This is an optimization exercise on Yosys and OpenROAD, whose aim is a short achievable clock period and few clock cycles per item, not a production implementation. Function was checked by simulation only, so behaviour that the tests miss may differ from the original. Power is estimated from default activity; no workload was simulated.

[flow/design.v]
module ym2151_regbank (
    input             clk,
    input             rst,           
    input             cmd_valid,
    output            cmd_ready,
    input      [63:0] cmd,
    output reg        rsp_valid,
    output reg [31:0] rsp_data,
    output reg        eng_wr_valid,  
    output reg  [7:0] eng_wr_addr,
    output reg  [7:0] eng_wr_data
);
    integer k;
    genvar g;
    reg rst_r;
    always @(posedge clk) rst_r <= rst;
    reg        rdy_q;
    assign cmd_ready = rdy_q;
    reg        v0;
    reg [31:0] c0;                   
    reg        c0_i;                 
    reg [16:0] op;                   
    reg        z55_40, z39_33, z31_16, z15_8, z7_1, z7_4;
    localparam [135:0] OPS = {8'h10, 8'h11, 8'h12, 8'h20, 8'h21, 8'h22,
                              8'h30, 8'h31, 8'h40, 8'h41, 8'h42, 8'h43,
                              8'h44, 8'h45, 8'h50, 8'h51, 8'h5F};
    always @(posedge clk) begin
        c0     <= cmd[31:0];
        c0_i   <= cmd[32];
        for (k = 0; k < 17; k = k + 1)
            op[16-k] <= cmd[63:56] == OPS[135-8*k -: 8];
        z55_40 <= cmd[55:40] == 16'd0;
        z39_33 <= cmd[39:33] == 7'd0;
        z31_16 <= cmd[31:16] == 16'd0;
        z15_8  <= cmd[15:8] == 8'd0;
        z7_1   <= cmd[7:1] == 7'd0;
        z7_4   <= cmd[7:4] == 4'd0;
        v0     <= cmd_valid && rdy_q && !rst && !rst_r;
    end
    wire z55_32 = z55_40 && z39_33 && !c0_i;
    wire z7_0   = z7_1 && !c0[0];
    wire z31_8  = z31_16 && z15_8;
    wire is_write    = op[16] && z55_32 && z31_16;
    wire is_busyq    = op[15] && z55_32 && z31_8 && z7_0;
    wire is_irqq     = op[14] && z55_32 && z31_8 && z7_0;
    wire is_dwrite   = op[13] && z55_32 && z31_16;
    wire is_dread    = op[12] && z55_32 && z31_16 && z7_0;
    wire is_dump     = op[11] && z55_32 && z31_8 && z7_0;
    wire is_advance  = op[10] && z55_32;
    wire is_pregen   = op[9]  && z55_32;
    wire is_modewr   = op[8]  && z55_32 && z31_8;
    wire is_settimer = op[7]  && z55_40 && z39_33;
    wire is_setbusy  = op[6]  && z55_32;
    wire is_updirq   = op[5]  && z55_32 && z31_8 && z7_1;
    wire is_extread  = op[4]  && z55_40 && z7_0;
    wire is_extwrite = op[3]  && z55_40;
    wire is_setstrict= op[2]  && z55_32 && z31_8 && z7_1;
    wire is_setirqen = op[1]  && z55_32 && z31_8 && z7_1;
    wire is_reset    = op[0]  && z55_32 && z31_8 && z7_0;
    wire is_legal    = is_write | is_busyq | is_irqq | is_dwrite | is_dread |
                       is_dump | is_advance | is_pregen | is_modewr |
                       is_settimer | is_setbusy | is_updirq | is_extread |
                       is_extwrite | is_setstrict | is_setirqen | is_reset;
    reg        d_v, d_wr, d_busyq, d_irqq, d_dw, d_dr, d_dump, d_adv, d_pg;
    reg        d_mode, d_sett, d_setb, d_updirq, d_sstr, d_sirqe, d_rst, d_ill;
    reg  [7:0] d_a, d_d;
    reg        d_i;
    reg        d_a14, d_dclr, d_czero;
    reg [37:0] d_amt;
    reg [31:0] d_bld;                
    reg [30:0] d_t0ld, d_t1ld;       
    reg        d_amt_nz32, d_amt_nz31;
    reg [15:0] d_cth;                
    reg        d_mw;                 
    reg [15:0] d_hi, d_lo;           
    wire        c_small = z31_8 && z7_4;     
    wire        pg_c1 = c_small && c0[3:0] == 4'd1;
    wire        pg_c2 = c_small && c0[3:0] == 4'd2;
    wire        pg_c3 = c_small && c0[3:0] == 4'd3;
    wire [37:0] amt_w = is_pregen ? {c0, 6'd0} : {6'd0, c0};
    always @(posedge clk) begin
        d_v      <= v0 && !rst_r;
        d_wr     <= v0 && is_write;
        d_busyq  <= is_busyq;
        d_irqq   <= is_irqq;
        d_dw     <= v0 && is_dwrite;
        d_dr     <= is_dread;
        d_dump   <= is_dump;
        d_adv    <= v0 && is_advance;
        d_pg     <= v0 && is_pregen;
        d_mode   <= v0 && is_modewr;
        d_sett   <= v0 && is_settimer;
        d_setb   <= v0 && is_setbusy;
        d_updirq <= v0 && is_updirq;
        d_sstr   <= v0 && is_setstrict;
        d_sirqe  <= v0 && is_setirqen;
        d_rst    <= v0 && is_reset;
        d_ill    <= !is_legal;
        d_a      <= c0[15:8];
        d_d      <= c0[7:0];
        d_i      <= c0_i;
        d_a14    <= c0[15:8] == 8'h14;
        d_dclr   <= c0[5:4] != 2'b00;
        d_czero  <= z31_8 && z7_0;
        d_bld    <= is_setbusy ? c0 : 32'd64;
        d_t0ld   <= is_settimer ? c0[30:0] :
                    is_pregen ? (pg_c1 ? 31'd64 : 31'd0) : 31'd128;
        d_t1ld   <= is_settimer ? c0[30:0] :
                    is_pregen ? (pg_c1 ? 31'd192 : pg_c2 ? 31'd128 :
                                 pg_c3 ? 31'd64 : 31'd0) : 31'd256;
        d_amt    <= amt_w;
        d_amt_nz32 <= amt_w[37:32] != 6'd0;
        d_amt_nz31 <= amt_w[37:31] != 7'd0;
        for (k = 0; k < 16; k = k + 1)
            d_cth[k] <= !(z31_8 && z7_4) || c0[3:0] > k;
        d_mw     <= v0 && (is_write || is_dwrite);
        for (k = 0; k < 16; k = k + 1) begin
            d_hi[k] <= c0[15:12] == k;
            d_lo[k] <= c0[11:8] == k;
        end
    end
    wire [2047:0] mir_flat;
    wire [7:0]    mr1 [0:15];        
    reg  [7:0]    mr2;               
    reg  [7:0]    mr2_n;
    generate
        for (g = 0; g < 256; g = g + 1) begin : mirror
            localparam [7:0] DEF = (g >= 8'hE0) ? 8'h0F : 8'h00;
            reg [7:0] r;
            always @(posedge clk) begin
                if (rst_r || d_rst)
                    r <= DEF;
                else if (d_mw && d_hi[g/16] && d_lo[g%16])
                    r <= d_d;
            end
            assign mir_flat[g*8 +: 8] = r;
        end
        for (g = 0; g < 16; g = g + 1) begin : rd1
            reg [7:0] s;
            always @* begin
                s = 8'd0;
                for (k = 0; k < 16; k = k + 1)
                    s = s | (mir_flat[(g*16+k)*8 +: 8] & {8{d_lo[k]}});
            end
            assign mr1[g] = s;
        end
    endgenerate
    always @* begin
        mr2_n = 8'd0;
        for (k = 0; k < 16; k = k + 1)
            mr2_n = mr2_n | (mr1[k] & {8{d_hi[k]}});
    end
    reg  [7:0]  last_addr, last_data;
    reg  [31:0] busy;
    reg         bz;                  
    reg  [1:0]  t_act;
    reg  [30:0] t_cnt0, t_cnt1;
    reg         irq_a, irq_e, strict;
    reg  [1:0]  irqen;
    reg  [15:0] qv;                  
    reg  [15:0] qm;                  
    reg  [15:0] qc;                  
    reg  [3:0]  qd [0:15];           
    reg  [4:0]  q_head, q_tail;      
    reg  [6:0]  wcnt;                
    wire [15:0] pmask = d_cth & qv;
    wire [16:0] nsel;                
    assign nsel[0] = !pmask[0];
    generate
        for (g = 1; g < 16; g = g + 1) begin : nsel_g
            assign nsel[g] = pmask[g-1] & !pmask[g];
        end
    endgenerate
    assign nsel[16] = pmask[15];
    reg  [4:0]  n_bin;
    always @* begin
        n_bin = 5'd0;
        for (k = 0; k < 17; k = k + 1)
            n_bin = n_bin | (nsel[k] ? k[4:0] : 5'd0);
    end
    wire [15:0] pm_mode = pmask & qm;
    wire        pg_m    = pm_mode != 16'd0;
    wire        pg_cl   = (pm_mode & qc) != 16'd0;
    reg  [3:0]  pg_l;                
    always @* begin
        pg_l = 4'd0;
        for (k = 0; k < 16; k = k + 1)
            if (pm_mode[k]) pg_l = qd[k];
    end
    wire        b_ge0, t0_ge0, t1_ge0;
    wire [31:0] b_sub;
    wire [30:0] t0_sub, t1_sub;
    ym2151_satsub #(32) u_bsub (.x(busy),   .y(d_amt[31:0]), .ge(b_ge0),  .d(b_sub));
    ym2151_satsub #(31) u_t0  (.x(t_cnt0), .y(d_amt[30:0]), .ge(t0_ge0), .d(t0_sub));
    ym2151_satsub #(31) u_t1  (.x(t_cnt1), .y(d_amt[30:0]), .ge(t1_ge0), .d(t1_sub));
    wire        b_ge  = d_amt_nz32 || b_ge0;
    wire        t0_ge = d_amt_nz31 || t0_ge0;
    wire        t1_ge = d_amt_nz31 || t1_ge0;
    wire wr_apply  = d_wr && bz;
    wire wr_queue  = d_wr && !bz && !strict && !qv[15];
    wire apply1    = wr_apply || d_dw;
    wire apply_mode = apply1 && d_a14;
    reg  [1:0]  t_act_n, fire;
    wire        b_sub_sel = d_adv || (d_pg && !pmask[0]);
    wire        b_zero    = d_rst || (d_pg && pmask[0]);
    wire        b_hold    = !(b_sub_sel || b_zero || apply1 || d_setb);
    wire        b_load    = apply1 || d_setb;
    wire [31:0] busy_o    = b_load ? d_bld : busy;
    wire [31:0] busy_n    = b_sub_sel ? b_sub : busy_o;
    wire        bz_n   = (b_sub_sel && (b_ge || bz)) || b_zero ||
                         (d_setb && d_czero) || (b_hold && bz);
    wire        t_sub_sel = d_adv || (d_pg && !pg_m);
    wire        t_mode    = apply_mode || d_mode;
    wire        t_pgm     = d_pg && pg_m;
    wire        t0_set    = d_sett && !d_i;
    wire        t1_set    = d_sett && d_i;
    wire [30:0] t0_o      = (t_mode || t0_set || t_pgm) ? d_t0ld : t_cnt0;
    wire [30:0] t1_o      = (t_mode || t1_set || t_pgm) ? d_t1ld : t_cnt1;
    wire [30:0] t_cnt0_n  = t_sub_sel ? t0_sub : t0_o;
    wire [30:0] t_cnt1_n  = t_sub_sel ? t1_sub : t1_o;
    reg         irq_a_n;
    reg  [1:0]  irqen_n;
    reg  [31:0] r2_n;
    reg  [15:0] qv_n, qm_n, qc_n;
    reg  [3:0]  qd_n [0:15];
    reg  [4:0]  qcount;
    always @* begin
        qcount = 5'd0;
        for (k = 0; k < 16; k = k + 1)
            if (qv[k]) qcount = k[4:0] + 5'd1;
    end
    always @* begin
        t_act_n  = t_act;
        irq_a_n  = irq_a;
        irqen_n  = irqen;
        fire     = 2'b00;
        if (apply_mode || d_mode) begin
            irqen_n  = d_d[3:2];
            t_act_n  = d_d[1:0];
            if (d_dclr) irq_a_n = 1'b0;
        end
        if (d_sett) begin
            if (d_i) begin
                t_act_n[1] = !d_amt[31];
            end else begin
                t_act_n[0] = !d_amt[31];
            end
        end
        if (d_updirq) irq_a_n = d_amt[0];
        if (d_adv || (d_pg && !pg_m)) begin
            fire[0] = t_act[0] && t0_ge;
            fire[1] = t_act[1] && t1_ge;
            t_act_n  = t_act & ~fire;
            irq_a_n  = irq_a | (fire[0] & irqen[0]) | (fire[1] & irqen[1]);
        end
        if (d_pg && pg_m) begin
            irqen_n  = pg_l[3:2];
            fire[0]  = pg_l[0] && d_cth[1];
            fire[1]  = pg_l[1] && d_cth[3];
            t_act_n  = pg_l[1:0] & ~fire;
            irq_a_n  = (irq_a & !pg_cl) | (fire[0] & pg_l[2]) | (fire[1] & pg_l[3]);
        end
        if (d_rst) begin
            t_act_n = 2'b00;
            irq_a_n = 1'b0;
            irqen_n = 2'b00;
        end
        qv_n = qv;
        qm_n = qm;
        qc_n = qc;
        for (k = 0; k < 16; k = k + 1) qd_n[k] = qd[k];
        if (wr_queue) begin
            for (k = 0; k < 16; k = k + 1) begin
                if (!qv[k] && (k == 0 || qv[k > 0 ? k-1 : 0])) begin
                    qv_n[k] = 1'b1;
                    qm_n[k] = d_a14;
                    qc_n[k] = d_dclr;
                    qd_n[k] = d_d[3:0];
                end
            end
        end
        if (d_pg) begin : pop
            integer j, s;
            for (j = 0; j < 16; j = j + 1) begin
                qv_n[j] = 1'b0;
                qm_n[j] = 1'b0;
                qc_n[j] = 1'b0;
                qd_n[j] = 4'd0;
                for (s = 0; s < 17; s = s + 1) begin
                    if (j + s < 16 && nsel[s]) begin
                        qv_n[j] = qv_n[j] | qv[j+s < 16 ? j+s : 0];
                        qm_n[j] = qm_n[j] | qm[j+s < 16 ? j+s : 0];
                        qc_n[j] = qc_n[j] | qc[j+s < 16 ? j+s : 0];
                        qd_n[j] = qd_n[j] | qd[j+s < 16 ? j+s : 0];
                    end
                end
            end
        end
        if (d_rst) qv_n = 16'd0;
        r2_n = 32'd0;
        if (d_wr)
            r2_n = wr_apply ? 32'd0 : wr_queue ? 32'd1 : strict ? 32'd2 : 32'd3;
        if (d_busyq) r2_n = {31'd0, !bz};
        if (d_irqq)  r2_n = {31'd0, irq_a & irq_e};
        if (d_dump)  r2_n = {3'd0, irqen, t_act, !bz, irq_a, irq_e, strict,
                             qcount, last_addr, last_data};
        if (d_adv)   r2_n = 32'd0;                  
        if (d_pg)    r2_n = {27'd0, n_bin};
        if (d_ill)   r2_n = 32'hFFFF_FFFF;
    end
    reg         e_push;              
    reg         e_burst;
    reg  [15:0] e_ad;                
    reg         s3_v, s3_dr;
    reg  [31:0] s3_r;
    reg  [1:0]  s3_fire;
    reg         s3_adv, s3_pg, s3_dump, s3_ill;
    reg  [15:0] qlog [0:31];
    always @(posedge clk)
        if (wr_queue) qlog[q_tail] <= {d_a, d_d};
    always @(posedge clk) begin
        if (rst_r) begin
            last_addr <= 8'd0;
            last_data <= 8'd0;
            busy      <= 32'd0;
            bz        <= 1'b1;
            t_act     <= 2'b00;
            t_cnt0    <= 31'd0;
            t_cnt1    <= 31'd0;
            irq_a     <= 1'b0;
            irq_e     <= 1'b1;
            strict    <= 1'b0;
            irqen     <= 2'b00;
            qv        <= 16'd0;
            q_head    <= 5'd0;
            q_tail    <= 5'd0;
            e_push    <= 1'b0;
            s3_v      <= 1'b0;
        end else begin
            if (d_wr) begin
                last_addr <= d_a;
                last_data <= d_d;
            end
            if (d_rst) begin
                last_addr <= 8'd0;
                last_data <= 8'd0;
            end
            busy   <= busy_n;
            bz     <= bz_n;
            t_act  <= t_act_n;
            t_cnt0 <= t_cnt0_n;
            t_cnt1 <= t_cnt1_n;
            irq_a  <= irq_a_n;
            irqen  <= irqen_n;
            if (d_sstr)  strict <= d_amt[0];
            if (d_sirqe) irq_e  <= d_amt[0];
            qv     <= qv_n;
            if (d_rst)
                q_tail <= q_head;
            else if (wr_queue)
                q_tail <= q_tail + 5'd1;
            if (d_pg) q_head <= q_head + n_bin;
            e_push <= apply1 || (d_pg && pmask[0]);
            s3_v   <= d_v;
        end
        qm <= qm_n;
        qc <= qc_n;
        for (k = 0; k < 16; k = k + 1) qd[k] <= qd_n[k];
        e_burst <= d_pg;
        e_ad    <= d_pg ? {11'd0, n_bin} : {d_a, d_d};
        s3_dr   <= d_dr;
        s3_r    <= r2_n;
        s3_fire <= fire;
        s3_adv  <= d_adv;
        s3_pg   <= d_pg;
        s3_dump <= d_dump;
        s3_ill  <= d_ill;
        mr2     <= mr2_n;
    end
    wire [31:0] s3_rsp = s3_dr ? {24'd0, mr2} :
                         (s3_r | {22'd0, s3_pg ? s3_fire : 2'b00, 6'd0,
                                  s3_adv ? s3_fire : 2'b00});
    reg  [5:0]  tag;                 
    reg  [22:0] efm [0:15];
    reg  [4:0]  ef_wp, ef_rp;
    reg         cur_v, cur_burst, cur_last;
    reg  [4:0]  cur_rem;
    reg  [15:0] cur_ad;
    reg  [5:0]  cur_tag;
    reg  [4:0]  ql_rp;               
    wire        ef_ne    = ef_wp != ef_rp;
    wire        cur_done = cur_v && (!cur_burst || cur_last);
    wire        cur_load = !cur_v || cur_done;
    wire [22:0] ef_in    = {tag, e_burst, e_ad};
    wire [22:0] ef_nx    = ef_ne ? efm[ef_rp[3:0]] : ef_in;
    wire        ef_nx_v  = ef_ne || e_push;
    reg  [11:0] rfm [0:31];
    reg  [5:0]  rf_wp, rf_rp;
    reg  [18:0] dfm [0:7];
    reg  [3:0]  df_wp, df_rp;
    wire [11:0] rf_in    = {s3_ill, s3_dump, s3_rsp[9:0]};
    wire [11:0] rf_h     = rfm[rf_rp[4:0]];
    wire [31:0] rf_hx    = rf_h[11] ? 32'hFFFF_FFFF :
                           {3'd0, rf_h[10] ? dfm[df_rp[2:0]] : 19'd0, rf_h[9:0]};
    wire [3:0]  df_cnt   = df_wp - df_rp;
    reg         hd_v;
    reg  [31:0] hd_r;
    reg  [5:0]  hd_tag;
    wire        rf_ne    = rf_wp != rf_rp;
    wire        rsp_go   = hd_v && (!cur_v || hd_tag != cur_tag || cur_done);
    wire        hd_load  = !hd_v || rsp_go;
    wire [5:0]  rf_cnt   = rf_wp - rf_rp;
    wire [4:0]  ef_cnt   = ef_wp - ef_rp;
    always @(posedge clk) begin
        if (e_push) efm[ef_wp[3:0]] <= ef_in;
        if (s3_v)   rfm[rf_wp[4:0]] <= rf_in;
        if (s3_v && s3_dump) dfm[df_wp[2:0]] <= s3_rsp[28:10];
    end
    always @(posedge clk) begin
        if (rst || rst_r) begin
            tag          <= 6'd0;
            ef_wp        <= 5'd0;
            ef_rp        <= 5'd0;
            cur_v        <= 1'b0;
            ql_rp        <= 5'd0;
            rf_wp        <= 6'd0;
            rf_rp        <= 6'd0;
            df_wp        <= 4'd0;
            df_rp        <= 4'd0;
            hd_v         <= 1'b0;
            hd_tag       <= 6'd0;
            rsp_valid    <= 1'b0;
            eng_wr_valid <= 1'b0;
        end else begin
            if (s3_v) tag <= tag + 6'd1;
            if (e_push) ef_wp <= ef_wp + 5'd1;
            if (cur_v && cur_burst) ql_rp <= ql_rp + 5'd1;
            if (cur_load) begin
                cur_v <= ef_nx_v;
                if (ef_nx_v) ef_rp <= ef_rp + 5'd1;
            end else begin
                cur_rem  <= cur_rem - 5'd1;
                cur_last <= cur_rem == 5'd2;
            end
            eng_wr_valid <= cur_v;
            if (s3_v) rf_wp <= rf_wp + 6'd1;
            if (s3_v && s3_dump) df_wp <= df_wp + 4'd1;
            if (hd_load) begin
                hd_v <= rf_ne || s3_v;
                if (rf_ne || s3_v) rf_rp <= rf_rp + 6'd1;
                if (rf_ne ? rf_h[10] : (s3_v && s3_dump)) df_rp <= df_rp + 4'd1;
            end
            if (rsp_go) hd_tag <= hd_tag + 6'd1;
            rsp_valid <= rsp_go;
        end
        if (cur_load) begin
            cur_burst <= ef_nx[16];
            cur_ad    <= ef_nx[15:0];
            cur_tag   <= ef_nx[22:17];
            cur_rem   <= ef_nx[4:0];
            cur_last  <= ef_nx[4:0] == 5'd1;
        end
        if (hd_load)
            hd_r <= rf_ne ? rf_hx : s3_rsp;
        eng_wr_addr <= cur_burst ? qlog[ql_rp][15:8] : cur_ad[15:8];
        eng_wr_data <= cur_burst ? qlog[ql_rp][7:0]  : cur_ad[7:0];
        rsp_data    <= hd_r;
        rdy_q <= !rst && (rst_r || (rf_cnt < 6'd20 && ef_cnt < 5'd10 && df_cnt < 4'd5));
    end
endmodule
module ym2151_satsub #(parameter W = 32) (
    input  [W-1:0] x,
    input  [W-1:0] y,
    output         ge,
    output [W-1:0] d
);
    integer i, l;
    reg [W-1:0] g, p, gn, pn;
    wire [W-1:0] p0 = ~(x ^ y);
    always @* begin
        g = ~x & y;              
        p = p0;                  
        for (l = 1; l < W; l = l * 2) begin
            gn = g;
            pn = p;
            for (i = l; i < W; i = i + 1) begin
                gn[i] = g[i] | (p[i] & g[i-l]);
                pn[i] = p[i] & p[i-l];
            end
            g = gn;
            p = pn;
        end
    end
    assign d  = ~p0 ^ {g[W-2:0], 1'b0};
    assign ge = g[W-1] | p[W-1];
endmodule
[flow/run.sh]
#!/bin/bash
# synth_recipe.tcl (not shown) runs the flow's synth.tcl, then flattens the netlist and writes it again
# the make line also repeats each setting of config.mk as NAME=value (left out here)
make -C /OpenROAD-flow-scripts/flow DESIGN_CONFIG=/design/flow/config.mk WORK_HOME=/design/flow/orfs CLKGATE_MAP_FILE= SYNTH_SCRIPT=/design/flow/synth_recipe.tcl finish
[flow/config.mk]
export PLATFORM = sky130hd
export DESIGN_NAME = ym2151_regbank
export DESIGN_NICKNAME = ym2151_regbank
export VERILOG_FILES = /design/flow/design.v
export SDC_FILE = /design/flow/constraint.sdc
export NUM_CORES = 4
export LEC_CHECK = 0
export CAP_MARGIN = 20
export CORE_MARGIN = 2
export CORE_UTILIZATION = 45
export SETUP_SLACK_MARGIN = 3.4
export SLEW_MARGIN = 20
[flow/constraint.sdc]
create_clock -name core_clock -period 6.0 [get_ports {clk}]
set_input_delay 1.2000 -clock core_clock [delete_from_list [all_inputs] [get_ports {clk}]]
set_output_delay 1.2000 -clock core_clock [all_outputs]
set_load 0.01 [all_outputs]
==> flow_metrics.tcl, run 1 <==
set metrics [dict create \
    critical_path_class "reg -> reg" \
    insertion_delay_ps 1020 \
    finClkSkew_ps 86.85 \
    power.density_nw_per_um2 287.8 \
    overflow 0 \
    gp_congestion 0.9302 \
    layout.nets 16990 \
    drive_gt1_share_pct 16.28 \
    ios 118 \
    row_count 229 \
    finalHoldViolCount 0 \
    hp-class "reg -> reg" \
    drtPass1Iterations 13 \
    yosys_warnings 5 \
    synth_area_leaders "dfxtp_1, edfxtp_1, a21oi_1" \
    synth.avg_cell_area_um2 10.27 \
    post-place-ws_ps 2239 \
    critPathRequiredTime_ps 6850 \
    fin_ws_ps 3094 \
    synth_fp_nets 17280 \
    htreeDepth 5 \
    nFillCells 33650 \
    yosysMostFrequentCell "nand2_1" \
    synth_edf_count 1571 \
    drt_wl_total_um 625400 \
    ys_ff_latch 4185 \
    path_max_fanout 4 \
    remaining_drc_errors 0 \
    cts_tree "yes" \
    dieArea_um2 394500 \
    synth_cell_types 88 \
    synthArstFlopShare_pct 0 \
    gr-usage-all-layers_pct 29.54 \
    ys.flop_type "dfxtp_1" \
    worstPathArrival_ps 3760 \
    hpwl_um 328400 \
    clock-root-buffer "clkbuf_16" \
    p_leak_nw 63.68 \
    cp-end-kind "flip-flop" \
    drtIter0Drc 19700 \
    min_period_ps 2906 \
    wire_per_inst_um 27.97 \
    start_util_pct 45.11 \
    viasPerCell 6.379 \
    power_mw 59.22 \
    holdBufCountCts 0 \
    clk_pin_slew_ps 60 \
    synth_top_cell_by_area "dfxtp_1" \
    grt_setup_unrepaired "yes" \
    synth_common_cells "nand2_1, dfxtp_1, a21oi_1, nand3_1, edfxtp_1" \
    die_w_um 628.1 \
    syn2layout_area_growth_pct 17.40 \
    synth-seq-area-share_pct 56.78 \
    tns_ps 0 \
    tightest_slew_ps 1216 \
    grt_pass1_vias 131100 \
    cp-start-kind "flip-flop" \
    synth_area_um2 175300 \
    io_buffer_count 117 \
    setup_viol 0 \
    grt_antenna_before_repair 26 \
    grt_max_degree 158 \
    ant_nets 0 \
    cts_buffers 434 \
    fin_crit_sh_pct 48.44 \
    drv_slew 0 \
    core_um2 388500 \
    max_freq_ghz 0.3441 \
    netlist_instances 17070 \
    route.vias.total 142600 \
    grt_pass1_wl_um 896400 \
    ir_drop_mv 0.3018 \
    drv_cap 0 \
    cts.path.max_buffers 4 \
    outcome "finished clean" \
    chipHeight_um 628.1 \
    cts_num_sinks 4185 \
    synth_top_area_share_pct 29.86 \
    maxSlewHeadroom_pct 18.66 \
]
-- stage by stage --
stage	area (um2)	hold slack, ps	cells	util (%)
after floorplan	175700	309.6	17070	-
after global placement	180700	327.1	21070	46.51
after detailed placement	180700	326.9	21070	46.52
after CTS	201900	340.7	22180	51.96
after global routing	205700	369.9	22350	52.95
final	205800	357.6	22360	52.96
-- what timing repair did --
| action | 4_1_cts | 5_1_grt |
|---|---|---|
| setup endpoints to repair | 2811 | 1660 |
| gates cloned | 70 | 36 |
| gates resized for setup | 815 | 448 |
| pin swaps | 173 | 209 |
| setup buffers | 243 | 133 |
| hold endpoints to repair | 0 | 0 |
-- cell type report --
| type | instances | area [um2] | share of cell area (%) |
|---|---|---|---|
| tap | 5197 | 6502 | 3.160 |
| antenna | 11 | 27.53 | 0.01338 |
| clock buffer | 599 | 12270 | 5.962 |
| sequential | 4185 | 99810 | 48.51 |
| multi-input combinational | 11090 | 73130 | 35.54 |
| clock inverter | 200 | 2275 | 1.106 |
| inverter | 174 | 663.1 | 0.3223 |
| timing repair buffer | 904 | 11080 | 5.384 |
-- worst max-delay path, stage by stage (launching register included) --
cell and delay (ps):
dfxtp_4 400, ha_4 150, inv_2 30, fa_2 340, nand2b_4 170, a21oi_4 190, o211a_1 260, o2111ai_4 180
a211oi_2 300, o21ai_2 120, a221o_1 350, mux2i_1 150, o211ai_1 100
-- sequential cells by signal, indices dropped and copies added (netlist names), 17 cells and up, named ones only --
register,flops
rfm,384
rsp_data,30
hd_r,30
op,17
s3_r,30
d_t1ld,31
t_cnt0,31
d_bld,32
t_cnt1,31
efm,368
d_amt,32
qd,64
mirror.r,2048
qlog,512
c0,32
dfm,152
busy,32
-- cell families after synthesis --
logic type                 Yosys count  synth area share (%)
buffers and inverters             1846                 4.021
xor gates and xnor gates           126                0.6297
AOI/OAI and AO/OA                 4308                 16.08
DFF                               4185                 56.78
muxes                              583                 6.462
and+or+nand+nor                   5887                 15.03
adders and majority gates          137                 1.004
-- power by group --
| group | switching, mW | total (mW) | internal, mW |
|---|---|---|---|
| Clock | 11.8 | 27.7 | 15.9 |
| Sequential | 0.184 | 29.6 | 29.4 |
| Combinational | 1.44 | 1.99 | 0.558 |
| Total | 13.4 | 59.2 | 45.8 |
-- routing by layer --
layer	vias up	global-route usage [%]	part of all wire (%)
li1	62640	-	-
met1	70490	40.59	40
met2	7971	45.82	45
met3	1519	5.051	9.7
met4	8	13.21	5.1
met5	-	0	0.0093
-- worst paths after layout --
check                      startpoint                       to  slack, ps  cells past startpoint
setup / recovery  d_amt[0]$_SDFF_PP0_  t_cnt1[30]$_SDFFE_PP0P_       3090                     12
hold / removal     hd_r[14]$_DFFE_PP_     rsp_data[14]$_DFF_P_        360                      0
setup reg to reg  d_amt[0]$_SDFF_PP0_  t_cnt1[30]$_SDFFE_PP0P_       3090                     12
hold reg to reg    hd_r[14]$_DFFE_PP_     rsp_data[14]$_DFF_P_        360                      0
-- cell usage in the layout (no fill, tap or decap), types with 44 or more instances in the layout --
cell / synthesis / layout
nand2_1: 2812 / 2772
dfxtp_1: 2614 / 2487
a21oi_1: 2153 / 2111
nand3_1: 2014 / 1995
edfxtp_1: 1571 / 1571
a22o_1: 480 / 477
clkbuf_16: 0 / 461
buf_4: 11 / 459
mux4_2: 433 / 433
a221oi_1: 562 / 430
a22oi_1: 383 / 374
nor2_1: 378 / 300
nand4_1: 182 / 182
inv_1: 171 / 161
buf_12: 0 / 142
and3_1: 138 / 122
a221oi_2: 0 / 112
buf_6: 5 / 106
ha_1: 131 / 101
clkbuf_1: 1333 / 93
mux2i_1: 93 / 89
a31oi_1: 83 / 82
a21o_1: 83 / 81
clkinv_2: 0 / 75
o21ai_0: 149 / 67
dfxtp_2: 0 / 67
clkbuf_8: 0 / 66
clkdlybuf4s50_1: 0 / 66
xnor2_1: 70 / 65
a211oi_1: 85 / 64
and2_1: 79 / 62
dfxtp_4: 0 / 60
mux2_2: 57 / 55
nor2b_1: 63 / 54
xor2_1: 56 / 54
nor3_1: 69 / 49
buf_16: 0 / 48
o21ai_1: 1 / 44
Testbench counts, summed over its fixed seeds: cycles 24,160, items 24,000.
==> inputs of run 2 (changes only) <==
--- a/flow/design.v
+++ b/flow/design.v
@@ -322,11 +322,8 @@
         if (rst_r) begin
             last_addr <= 8'd0;
             last_data <= 8'd0;
-            busy      <= 32'd0;
             bz        <= 1'b1;
             t_act     <= 2'b00;
-            t_cnt0    <= 31'd0;
-            t_cnt1    <= 31'd0;
             irq_a     <= 1'b0;
             irq_e     <= 1'b1;
             strict    <= 1'b0;
@@ -345,11 +342,8 @@
                 last_addr <= 8'd0;
                 last_data <= 8'd0;
             end
-            busy   <= busy_n;
             bz     <= bz_n;
             t_act  <= t_act_n;
-            t_cnt0 <= t_cnt0_n;
-            t_cnt1 <= t_cnt1_n;
             irq_a  <= irq_a_n;
             irqen  <= irqen_n;
             if (d_sstr)  strict <= d_amt[0];
@@ -363,6 +357,9 @@
             e_push <= apply1 || (d_pg && pmask[0]);
             s3_v   <= d_v;
         end
+        busy   <= busy_n;
+        t_cnt0 <= t_cnt0_n;
+        t_cnt1 <= t_cnt1_n;
         qm <= qm_n;
         qc <= qc_n;
         for (k = 0; k < 16; k = k + 1) qd[k] <= qd_n[k];
@@ -400,11 +397,9 @@
     reg  [3:0]  df_wp, df_rp;
     wire [11:0] rf_in    = {s3_ill, s3_dump, s3_rsp[9:0]};
     wire [11:0] rf_h     = rfm[rf_rp[4:0]];
-    wire [31:0] rf_hx    = rf_h[11] ? 32'hFFFF_FFFF :
-                           {3'd0, rf_h[10] ? dfm[df_rp[2:0]] : 19'd0, rf_h[9:0]};
     wire [3:0]  df_cnt   = df_wp - df_rp;
     reg         hd_v;
-    reg  [31:0] hd_r;
+    reg  [11:0] hd_r;                
     reg  [5:0]  hd_tag;
     wire        rf_ne    = rf_wp != rf_rp;
     wire        rsp_go   = hd_v && (!cur_v || hd_tag != cur_tag || cur_done);
@@ -448,9 +443,9 @@
             if (hd_load) begin
                 hd_v <= rf_ne || s3_v;
                 if (rf_ne || s3_v) rf_rp <= rf_rp + 6'd1;
-                if (rf_ne ? rf_h[10] : (s3_v && s3_dump)) df_rp <= df_rp + 4'd1;
             end
             if (rsp_go) hd_tag <= hd_tag + 6'd1;
+            if (rsp_go && hd_r[10]) df_rp <= df_rp + 4'd1;
             rsp_valid <= rsp_go;
         end
         if (cur_load) begin
@@ -461,10 +456,11 @@
             cur_last  <= ef_nx[4:0] == 5'd1;
         end
         if (hd_load)
-            hd_r <= rf_ne ? rf_hx : s3_rsp;
+            hd_r <= rf_ne ? rf_h : rf_in;
         eng_wr_addr <= cur_burst ? qlog[ql_rp][15:8] : cur_ad[15:8];
         eng_wr_data <= cur_burst ? qlog[ql_rp][7:0]  : cur_ad[7:0];
-        rsp_data    <= hd_r;
+        rsp_data    <= hd_r[11] ? 32'hFFFF_FFFF :
+                       {3'd0, hd_r[10] ? dfm[df_rp[2:0]] : 19'd0, hd_r[9:0]};
         rdy_q <= !rst && (rst_r || (rf_cnt < 6'd20 && ef_cnt < 5'd10 && df_cnt < 4'd5));
     end
 endmodule
==> flow_metrics.tcl, run 2 <==
set metrics [dict create \
    outcome "finished clean" \
    tightest_slew_ps 1179 \
    seq_area_um2 100200 \
    synth_area_um2 174400 \
    max_freq_ghz 0.3367 \
    row_count 228 \
    grt_max_degree 198 \
    core_um2 385700 \
    power.density_nw_per_um2 290.3 \
    post-place-ws_ps 2262 \
    cp-start-kind "flip-flop" \
    grt_pass1_vias 128000 \
    yosys_warnings 5 \
    synth_top_cell_by_area "dfxtp_1" \
    synth-seq-area-share_pct 57.28 \
    critPathRequiredTime_ps 6840 \
    ir_drop_mv 0.2445 \
    largest_reg_flops 2048 \
    nFillCells 33760 \
    ant_nets 0 \
    gp_congestion 0.9507 \
    clk_pin_slew_ps 60 \
    yosysMostFrequentCell "nand2_1" \
    overflow 0 \
    layout.nets 16610 \
    remaining_drc_errors 0 \
    fin_crit_sh_pct 49.49 \
    hpwl_um 325100 \
    grt_antenna_before_repair 20 \
    route.vias.total 139000 \
    setup_viol 0 \
    netlist_instances 16840 \
    power_mw 58.49 \
    chipHeight_um 626.5 \
    htreeDepth 5 \
    max_flop_register "mirror.r" \
    multiInputGateArea_um2 70830 \
    drtPass1Iterations 10 \
    clock-root-buffer "clkbuf_16" \
    synth_fp_nets 17040 \
    finClkSkew_ps 84.43 \
    synthArstFlopShare_pct 0 \
    maxSlewHeadroom_pct 21.43 \
    io_buffer_count 117 \
    ys_ff_latch 4166 \
    wire_per_inst_um 27.15 \
    ios 118 \
    worstPathArrival_ps 3810 \
    cts_tree "yes" \
    fin_ws_ps 3030 \
    start_util_pct 45.21 \
    insertion_delay_ps 1010 \
    drv_slew 0 \
    cts_buffers 435 \
    drtIter0Drc 19080 \
    cp-end-kind "flip-flop" \
    drive_gt1_share_pct 15.09 \
    synth_cell_types 92 \
    dieArea_um2 392500 \
    die_w_um 626.5 \
    critical_path_class "reg -> reg" \
    drt_wl_total_um 596100 \
    synth_top_area_share_pct 28.92 \
    cts_num_sinks 4166 \
    tns_ps 0 \
    finalHoldViolCount 0 \
    cts.path.max_buffers 4 \
    hp-class "reg -> reg" \
    synth_area_leaders "dfxtp_1, edfxtp_1, a21oi_1" \
    ys.flop_type "dfxtp_1" \
    synth_edf_count 1647 \
    final_cell_mix "nand2_1, dfxtp_1, a21oi_1" \
    synth.avg_cell_area_um2 10.36 \
    min_period_ps 2970 \
    gr-usage-all-layers_pct 28.84 \
    final_common_cell "nand2_1" \
    path_max_fanout 3 \
    drv_cap 0 \
    synth_common_cells "nand2_1, dfxtp_1, a21oi_1, nand3_1, edfxtp_1" \
    syn2layout_area_growth_pct 15.54 \
    viasPerCell 6.330 \
    grt_setup_unrepaired "yes" \
    p_leak_nw 62.98 \
    grt_pass1_wl_um 866500 \
]
run 2: cell count changes after synthesis, moves of 34 or more:
cell	delta
nand2_1	-78
o211ai_1	+71
nand3_1	-44
a211oi_1	-61
dfxtp_1	-95
a22oi_1	+49
mux2i_1	-34
edfxtp_1	+76
run 2: report_power, final:
part           internal (mW)  switching, mW  total (mW)
Combinational          0.461           1.30        1.76
Clock                   15.7           11.5        27.2
Sequential              29.3          0.181        29.5
run 2: area by class of cell:
class,instances,share of cell area [%]
inverter,170,0.3167
timing repair buffer,761,4.489
sequential,4166,49.71
multi-input combinational,10880,35.15
antenna,8,0.009936
clock inverter,160,0.8266
tap,5175,3.214
clock buffer,643,6.275
run 2: worst paths after layout:
kind,start,end,slack [ps],cells past startpoint
worst max-delay path,t_cnt0[1]$_DFFE_PP_,t_cnt0[29]$_DFFE_PP_,3030,11
worst min-delay path,d_dr$_DFF_P_,s3_dr$_DFF_P_,330,0
worst max register to register,t_cnt0[1]$_DFFE_PP_,t_cnt0[29]$_DFFE_PP_,3030,11
worst min register to register,d_dr$_DFF_P_,s3_dr$_DFF_P_,330,0
run 2: repair_timing:
item,4_1_cts,5_1_grt
gates resized for setup,780,320
hold endpoints to repair,0,0
setup buffers,151,80
pin swaps,169,179
gates cloned,32,16
hold buffers,0,0
endpoints found under the setup margin,2152,507
run 2: cells by family after synthesis:
family / count (synthesis) / share of synthesized area [%]
flip-flops: 4166 / 57.28
XOR/XNOR: 113 / 0.5675
AND/OR/NAND/NOR: 5736 / 14.75
adder cells (fa/ha/maj): 137 / 1.009
buffers and inverters: 1810 / 3.941
AO/OA/AOI/OAI: 4311 / 16.06
multiplexers: 563 / 6.389
run 2: stage by stage:
| stage | cell area (um2) | std cells | util (%) | hold slack (ps) |
|---|---|---|---|---|
| after floorplan | 174600 | 16840 | - | 309.6 |
| after global placement | 180000 | 20860 | 46.67 | 321.3 |
| after detailed placement | 180100 | 20870 | 46.70 | 326.6 |
| after CTS | 198800 | 21850 | 51.55 | 334.2 |
| after global routing | 201500 | 21950 | 52.24 | 342.5 |
| final | 201500 | 21960 | 52.24 | 329.7 |
run 2: routing by layer:
layer / vias to the layer above / part of all wire, % / track usage [%]
met4: 16 / 3.9 / 9.861
met2: 7349 / 45 / 44.04
met3: 1238 / 10 / 5.338
li1: 61550 / - / -
met5: - / 0.019 / 0.1111
met1: 68830 / 41 / 41.15
run 2: worst max-delay path, stage by stage, from the launching register on:
cell and delay, ps:
edfxtp_1 420, inv_2 90, ha_4 190, a211o_1 310, a211oi_4 300, nor3_2 80
o31a_1 310, o21a_2 290, o211ai_1 230, a21oi_1 110, or3_1 330, a31oi_1 160
Testbench counts of run 2, summed over its fixed seeds: cycles 24,160, items 24,000.
==> inputs of run 3 (changes only) <==
--- a/flow/design.v
+++ b/flow/design.v
@@ -70,6 +70,8 @@
     reg [31:0] d_bld;                
     reg [30:0] d_t0ld, d_t1ld;       
     reg        d_amt_nz32, d_amt_nz31;
+    reg [16:0] d_amt_hb1;            
+    reg [15:0] d_amt_ht1;            
     reg [15:0] d_cth;                
     reg        d_mw;                 
     reg [15:0] d_hi, d_lo;           
@@ -111,6 +113,8 @@
         d_amt    <= amt_w;
         d_amt_nz32 <= amt_w[37:32] != 6'd0;
         d_amt_nz31 <= amt_w[37:31] != 7'd0;
+        d_amt_hb1  <= {1'b0, amt_w[31:16]} + 17'd1;
+        d_amt_ht1  <= {1'b0, amt_w[30:16]} + 16'd1;
         for (k = 0; k < 16; k = k + 1)
             d_cth[k] <= !(z31_8 && z7_4) || c0[3:0] > k;
         d_mw     <= v0 && (is_write || is_dwrite);
@@ -152,6 +156,7 @@
     end
     reg  [7:0]  last_addr, last_data;
     reg  [31:0] busy;
+    reg         b_pd, t0_pd, t1_pd;
     reg         bz;                  
     reg  [1:0]  t_act;
     reg  [30:0] t_cnt0, t_cnt1;
@@ -190,9 +195,13 @@
     wire        b_ge0, t0_ge0, t1_ge0;
     wire [31:0] b_sub;
     wire [30:0] t0_sub, t1_sub;
-    ym2151_satsub #(32) u_bsub (.x(busy),   .y(d_amt[31:0]), .ge(b_ge0),  .d(b_sub));
-    ym2151_satsub #(31) u_t0  (.x(t_cnt0), .y(d_amt[30:0]), .ge(t0_ge0), .d(t0_sub));
-    ym2151_satsub #(31) u_t1  (.x(t_cnt1), .y(d_amt[30:0]), .ge(t1_ge0), .d(t1_sub));
+    wire        b_pdn, t0_pdn, t1_pdn;
+    ym2151_splitsub #(32) u_bsub (.x(busy), .pd(b_pd), .y(d_amt[31:0]), .yh1(d_amt_hb1),
+                                  .ge(b_ge0), .d(b_sub), .npd(b_pdn));
+    ym2151_splitsub #(31) u_t0  (.x(t_cnt0), .pd(t0_pd), .y(d_amt[30:0]), .yh1(d_amt_ht1),
+                                  .ge(t0_ge0), .d(t0_sub), .npd(t0_pdn));
+    ym2151_splitsub #(31) u_t1  (.x(t_cnt1), .pd(t1_pd), .y(d_amt[30:0]), .yh1(d_amt_ht1),
+                                  .ge(t1_ge0), .d(t1_sub), .npd(t1_pdn));
     wire        b_ge  = d_amt_nz32 || b_ge0;
     wire        t0_ge = d_amt_nz31 || t0_ge0;
     wire        t1_ge = d_amt_nz31 || t1_ge0;
@@ -360,6 +369,9 @@
         busy   <= busy_n;
         t_cnt0 <= t_cnt0_n;
         t_cnt1 <= t_cnt1_n;
+        if (b_sub_sel || b_load) b_pd <= b_sub_sel && b_pdn;
+        if (t_sub_sel || t_mode || t0_set || t_pgm) t0_pd <= t_sub_sel && t0_pdn;
+        if (t_sub_sel || t_mode || t1_set || t_pgm) t1_pd <= t_sub_sel && t1_pdn;
         qm <= qm_n;
         qc <= qc_n;
         for (k = 0; k < 16; k = k + 1) qd[k] <= qd_n[k];
@@ -464,6 +476,25 @@
         rdy_q <= !rst && (rst_r || (rf_cnt < 6'd20 && ef_cnt < 5'd10 && df_cnt < 4'd5));
     end
 endmodule
+module ym2151_splitsub #(parameter W = 32) (
+    input  [W-1:0]  x,
+    input           pd,
+    input  [W-1:0]  y,
+    input  [W-16:0] yh1,
+    output          ge,
+    output [W-1:0]  d,
+    output          npd
+);
+    wire [W-17:0] hi = x[W-1:16];
+    wire [15:0]   lo = x[15:0];
+    wire [W-17:0] yh = y[W-1:16];
+    wire [15:0]   yl = y[15:0];
+    wire gt_hi = pd ? (yh >= hi) : (yh > hi);
+    wire eq_hi = pd ? (yh1 == {1'b0, hi}) : (yh == hi);
+    assign ge  = gt_hi | (eq_hi & (yl >= lo));
+    assign npd = yl > lo;
+    assign d   = {hi - yh - {{(W-17){1'b0}}, pd}, lo - yl};
+endmodule
 module ym2151_satsub #(parameter W = 32) (
     input  [W-1:0] x,
     input  [W-1:0] y,
==> flow_metrics.tcl, run 3 <==
set metrics [dict create \
    cts.path.max_buffers 4 \
    start_util_pct 45.08 \
    route.vias.total 142300 \
    maxSlewHeadroom_pct 19.03 \
    dieArea_um2 397400 \
    clk_pin_slew_ps 60 \
    ios 118 \
    ys_ff_latch 4187 \
    viasPerCell 6.333 \
    chipHeight_um 630.4 \
    grt_setup_unrepaired "yes" \
    synth_area_leaders "dfxtp_1, edfxtp_1, a21oi_1" \
    fin_area_um2 205600 \
    nFillCells 33870 \
    insertion_delay_ps 1020 \
    r2r_slack_ps 2820 \
    htreeDepth 5 \
    wire_per_inst_um 27.72 \
    max_flop_register "mirror.r" \
    drive_gt1_share_pct 15.65 \
    ff2ff_path_depth 13 \
    drv_cap 0 \
    synthArstFlopShare_pct 0 \
    timing.critical_path.from "busy[18]$_DFFE_PP_" \
    synth-seq-area-share_pct 56.82 \
    cp-start-kind "flip-flop" \
    finClkSkew_ps 78.18 \
    ys.flop_type "dfxtp_1" \
    power.density_nw_per_um2 290.3 \
    finalHoldViolCount 0 \
    core_um2 391700 \
    clock-root-buffer "clkbuf_16" \
    synth.avg_cell_area_um2 10.31 \
    syn2layout_area_growth_pct 16.45 \
    grt_pass1_wl_um 891000 \
    hp-class "reg -> reg" \
    grt_pass1_vias 130500 \
    min-delay-start "d_dr$_DFF_P_" \
    cts_num_sinks 4187 \
    drv_slew 0 \
    synth_top_area_share_pct 28.76 \
    critical_path_class "reg -> reg" \
    cts_buffers 440 \
    fin_crit_sh_pct 52.99 \
    cp-end-kind "flip-flop" \
    cts_tree "yes" \
    critPathRequiredTime_ps 6750 \
    r2r-end "busy[31]$_DFFE_PP_" \
    drt_wl_total_um 622700 \
    die_w_um 630.4 \
    hold_depth 0 \
    ant_nets 0 \
    layout.nets 17150 \
    outcome "finished clean" \
    ir_drop_mv 0.2809 \
    synth_edf_count 1650 \
    tns_ps 0 \
    hpwl_um 344000 \
    gp_congestion 0.9366 \
    netlist_instances 17120 \
    yosys_warnings 3 \
    holdBufCountCts 0 \
    place_area_um2 182400 \
    remaining_drc_errors 0 \
    grt_antenna_before_repair 29 \
    grt_max_degree 190 \
    final_cell_mix "nand2_1, dfxtp_1, a21oi_1" \
    yosysMostFrequentCell "nand2_1" \
    synth_fp_nets 17410 \
    synth_top_cell_by_area "dfxtp_1" \
    synth_cell_types 82 \
    worstPathArrival_ps 3930 \
    drtIter0Drc 20800 \
    max_freq_ghz 0.3145 \
    synth_area_um2 176600 \
    final_common_cell "nand2_1" \
    setup_viol 0 \
    p_leak_nw 64.94 \
    drtPass1Iterations 16 \
    largest_reg_flops 2048 \
    synth_common_cells "nand2_1, dfxtp_1, a21oi_1, nand3_1, edfxtp_1" \
    gr-usage-all-layers_pct 29.38 \
    min_period_ps 3179 \
    timing.rr.start "busy[18]$_DFFE_PP_" \
    overflow 0 \
    row_count 230 \
    io_buffer_count 117 \
    path_max_fanout 3 \
    hold_end "s3_dr$_DFF_P_" \
    tightest_slew_ps 1210 \
]
run 3: cell types whose count changed after synthesis, moves of 34 or more:
cell	before	now
a22o_1	454	376
ha_1	131	193
a21oi_1	2182	2148
buf_2	48	85
nand2_1	2734	2805
xnor2_1	73	117
o21ai_1	7	59
a22oi_1	432	587
a21o_1	92	46
clkbuf_1	1314	1274
a221oi_1	535	448
inv_1	165	240
o211ai_1	112	71
nand3_1	1970	2036
run 3: stage by stage:
| step | power (mW) | hold WS (ps) | setup WS [ps] | utilization [%] | instances |
|---|---|---|---|---|---|
| 3_5_place_dp | 31.90 | 329.9 | 2396 | 46.58 | 21230 |
| 2_1_floorplan | 31.17 | 309.6 | 3016 | - | 17120 |
| 3_3_place_gp | 31.90 | 315.3 | 2281 | 46.57 | 21230 |
| 5_1_grt | 61.13 | 345.3 | 2682 | 52.50 | 22460 |
| 4_1_cts | 59.75 | 339.9 | 2872 | 51.51 | 22290 |
| 6_report | 59.70 | 338.5 | 2821 | 52.50 | 22470 |
run 3: cell type report:
cell class                 instances  area, um2  share of cell area, %
antenna                           14      35.03                0.01704
clock buffer                     632      12720                  6.185
clock inverter                   188       2126                  1.034
inverter                         244      920.9                 0.4478
multi-input combinational      11090      72450                  35.23
sequential                      4187     100600                  48.93
tap                             5220       6531                  3.176
timing repair buffer             890      10230                  4.977
run 3: how the worst max path moves through the flow:
| stage | slack, ps | cells after the start | endpoint |
|---|---|---|---|
| after floorplan | 3020 | 4 | dfm[0][0]$_DFFE_PP_ |
| after global placement | 2280 | 7 | mr2[3]$_DFF_P_ |
| after detailed placement | 2400 | 7 | mr2[5]$_DFF_P_ |
| after CTS | 2870 | 13 | busy[30]$_DFFE_PP_ |
| after global routing | 2680 | 13 | busy[30]$_DFFE_PP_ |
| final | 2820 | 13 | busy[31]$_DFFE_PP_ |
run 3: cell families (layout without fill, tap and decap cells):
logic type	count (synthesis)	count (layout)	synth area share, %
adders and majority gates	224	224	1.719
other	0	14	0
AOI/OAI and AO/OA	4201	4201	15.21
xor gates and xnor gates	189	189	0.9374
and+or+nand+nor	5888	5913	14.97
muxes	564	564	6.307
DFF	4187	4187	56.82
buffers and inverters	1866	1954	4.042
run 3: worst max-delay path, cell delays in order, from the launching register on:
cell	delay, ps
edfxtp_1	400
inv_1	80
ha_2	170
inv_2	50
fa_2	490
buf_4	170
a311oi_4	280
o21bai_1	120
a211o_1	310
a21o_1	220
nor4b_2	270
a2111oi_2	80
xor2_1	210
o21ai_1	80
run 3: where the power goes:
| part | leakage, nW | internal (mW) | switching [mW] |
|---|---|---|---|
| combinational | 23.9 | 0.557 | 1.41 |
| sequential | 33.8 | 29.5 | 0.227 |
| clock | 7.30 | 16.2 | 11.9 |
run 3: routing by layer:
metal | GRT usage, % | share of wire, %
met5 | 0 | 0.015
met4 | 12.80 | 5.0
met3 | 5.316 | 10
met2 | 45.00 | 45
met1 | 40.83 | 40
run 3: what timing repair did:
item / CTS / global route
setup buffers: 202 / 134
setup endpoints to repair: 2511 / 851
resized for setup: 710 / 389
pin swaps: 156 / 227
gates cloned: 35 / 27
Testbench counts of run 3, summed over its fixed seeds: cycles 24,160, items 24,000.

[afterwards: timing with drivers on the ports]
The results above use ideal ports. As a check the final layouts listed here were re-extracted and re-timed, cells and wires unchanged. Step 1 (the two cells are an assumption about what drives the block):
set clk [get_ports {clk}]
set_driving_cell -lib_cell sky130_fd_sc_hd__clkbuf_16 $clk
set_driving_cell -lib_cell sky130_fd_sc_hd__buf_2 [delete_from_list [all_inputs] $clk]
Step 2 times the ports against the registers' clock, not the clock port: input delays grow and output delays shrink by t, the midpoint of the rising clock arrivals with the driver on. Slacks: ideal ports / drivers / drivers and shift; pairs: ideal ports / drivers.
run	t (ns)	setup slack, ns	hold WS [ns]
run 1	1.091	3.094 / 3.094 / 2.750	0.358 / 0.358 / 0.358
run 2	1.087	3.030 / 3.030 / 2.835	0.330 / 0.330 / 0.330
run 3	1.098	2.821 / 2.821 / 2.790	0.339 / 0.339 / 0.339
After both steps setup and hold are still met in every run listed. The setup slack of run 1, which loses most, moves by 0.000 ns with the drivers and by -0.344 ns with both steps.
